What follows belongs to an exercise in optimizing a design on an open flow for small area; a production flow would make more cautious choices.
Function was checked by simulation only, so behaviour that the tests miss may differ from the original.
Power is estimated from default activity; no workload was simulated.

## xv11_framer
module xv11_framer (
    input  wire         clk,
    input  wire         rst,           
    input  wire         variant,       
    input  wire         poll,
    input  wire         in_valid,
    input  wire [7:0]   in_byte,
    input  wire         in_fail,
    output wire         busy,
    output wire         done,
    output wire         failed,
    output reg          wr_valid,
    output reg  [6:0]   wr_group,
    output reg  [127:0] wr_data,
    output reg  [15:0]  speed_raw,
    output reg  [22:0]  speed_sum,
    output reg  [6:0]   good_packets
);
Settings: LEC_CHECK=0, CAP_MARGIN=20, CORE_MARGIN=2, CORE_UTILIZATION=60, SLEW_MARGIN=20; clock period 7.0 ns.
standard.sh (not shown) runs the stock make flow with config.mk's settings and CLKGATE_MAP_FILE= SYNTH_SCRIPT=/design/flow/synth_recipe.tcl, a recipe that flattens the netlist after the stock synthesis.
==> flow/flow/run.sh <==
#!/bin/bash
# The standard layout with three changes:
#  - after the standard synthesis, its combinational logic is mapped again
#    with a stronger ABC script (registers, their cells and names unchanged,
#    and the full-adder cells kept);
#  - every port gets the smallest buffer (buf_1) instead of the default pick;
#  - CTS clusters ~18 sinks per clkbuf_8 leaf and inserts no dummy loads.
set -u
W=$PWD
R=$W/orfs/results/$FLOW_PLATFORM/xv11_framer/base
export BUFFER_PORTS_ARGS="-buffer_cell sky130_fd_sc_hd__buf_1"
export CTS_ARGS="-sink_clustering_enable -repair_clock_nets -buf_list sky130_fd_sc_hd__clkbuf_8 -dont_use_dummy_load -sink_clustering_size 18 -sink_clustering_max_diameter 60"

bash standard.sh synth > synth.log 2>&1 || exit 1

cp $R/1_2_yosys.v $W/standard_synth.v
export REMAP_LIB=$FLOW_HOME/platforms/$FLOW_PLATFORM/lib/sky130_fd_sc_hd__tt_025C_1v80.lib
export REMAP_IN=$W/standard_synth.v
export REMAP_OUT=$W/remapped.v
export REMAP_SCRIPT=$W/flow/remap.abc
export REMAP_CONSTR=$W/remap.constr
printf 'set_driving_cell sky130_fd_sc_hd__buf_1\nset_load 5\n' > $REMAP_CONSTR
# registers, and the full adders of the standard synthesis, are kept as they are
export REMAP_SEQ="$(grep -o 'sky130_fd_sc_hd__[a-z0-9_]*df[a-z0-9_]*' standard_synth.v | sort -u | tr '\n' ' ') sky130_fd_sc_hd__fa_1"
export REMAP_DONT_USE="$(make -s -C $FLOW_HOME DESIGN_CONFIG=$FLOW_CONFIG print-DONT_USE_CELLS 2>/dev/null | sed 's/^DONT_USE_CELLS[:=]* *//')"
if yosys -c flow/remap.tcl > remap.log 2>&1 && [ -s remapped.v ] && ! grep -o '\\[^ ]*' remapped.v | grep -q '[:/]'; then
  cp remapped.v $R/1_2_yosys.v
  rm -f $R/1_synth.odb $R/1_synth.sdc
  echo "using the remapped netlist" >> remap.log
else
  echo "remap failed: using the standard netlist" >> remap.log
fi

bash standard.sh > finish.log 2>&1
==> flow/flow/remap.abc <==
strash
&get -n
&fraig -x
&put
dc2
strash
&get -n
&deepsyn -T 60
&put
strash
&get -n
&dch -f
&nf -R 1000
&put
strash
&get -n
&deepsyn -T 60
&put
strash
&get -n
&dch -f
&nf -R 1000
&put
Other scripts of this flow, unchanged in this note and not shown: flow/flow/remap.tcl
Rerun with:
--- a/flow/config.mk
+++ b/flow/config.mk
@@ -7,5 +7,5 @@
 export LEC_CHECK = 0
-export CAP_MARGIN = 20
+export CAP_MARGIN = 5
 export CORE_MARGIN = 2
 export CORE_UTILIZATION = 60
-export SLEW_MARGIN = 20
+export SLEW_MARGIN = 5
Outcome: The changed run completed without violations. Clock power is about the same. Power barely changes. Wire length hardly moves. Combinational power stays flat.
Rerun with:
--- a/flow/flow/run.sh
+++ b/flow/flow/run.sh
@@ -6,3 +6,3 @@
 #  - every port gets the smallest buffer (buf_1) instead of the default pick;
-#  - CTS clusters ~18 sinks per clkbuf_8 leaf and inserts no dummy loads.
+#  - CTS clusters ~10 sinks per clkbuf_4 leaf and inserts no dummy loads.
 set -u
@@ -11,3 +11,3 @@
 export BUFFER_PORTS_ARGS="-buffer_cell sky130_fd_sc_hd__buf_1"
-export CTS_ARGS="-sink_clustering_enable -repair_clock_nets -buf_list sky130_fd_sc_hd__clkbuf_8 -dont_use_dummy_load -sink_clustering_size 18 -sink_clustering_max_diameter 60"
+export CTS_ARGS="-sink_clustering_enable -repair_clock_nets -buf_list sky130_fd_sc_hd__clkbuf_4 -dont_use_dummy_load -sink_clustering_size 10 -sink_clustering_max_diameter 45"
 
--- a/flow/flow/remap.abc
+++ b/flow/flow/remap.abc
@@ -23 +23,10 @@
 &put
+strash
+&get -n
+&deepsyn -T 60
+&put
+strash
+&get -n
+&dch -f
+&nf -R 1000
+&put
--- a/flow/config.mk
+++ b/flow/config.mk
@@ -7,5 +7,5 @@
 export LEC_CHECK = 0
-export CAP_MARGIN = 5
+export CAP_MARGIN = 20
 export CORE_MARGIN = 2
 export CORE_UTILIZATION = 60
-export SLEW_MARGIN = 5
+export SLEW_MARGIN = 20
Setup slack is worse by 0.044 ns.
Via count is about the same.
Final cell count grows by 0.74%.

-- static timing again, ports no longer ideal --
The results above use ideal ports. As a check the final layouts listed here were re-extracted and re-timed, cells and wires unchanged.
Step 1, drivers: a clkbuf_16 drives clk and a buf_2 each remaining input, both assumed.
Step 2 moves the port delays by t, midway between the first and last clock arrival at a register: inputs arrive t later, outputs are due t later. That takes back most of the time a late clock gives input paths.
Slacks: ideal ports / drivers / drivers and shift; pairs: ideal ports / drivers.
run	t (ns)	slack for setup (ns)	worst setup path at the end	worst register clock-pin slew, ns
the first run	0.497	2.472 / 2.472 / 2.472	register to register	0.11 / 0.11
the second run	0.494	2.467 / 2.467 / 2.467	register to register	0.11 / 0.11
the third run	0.617	2.423 / 2.423 / 2.423	register to register	0.10 / 0.10
After both steps every run listed still meets setup and hold.
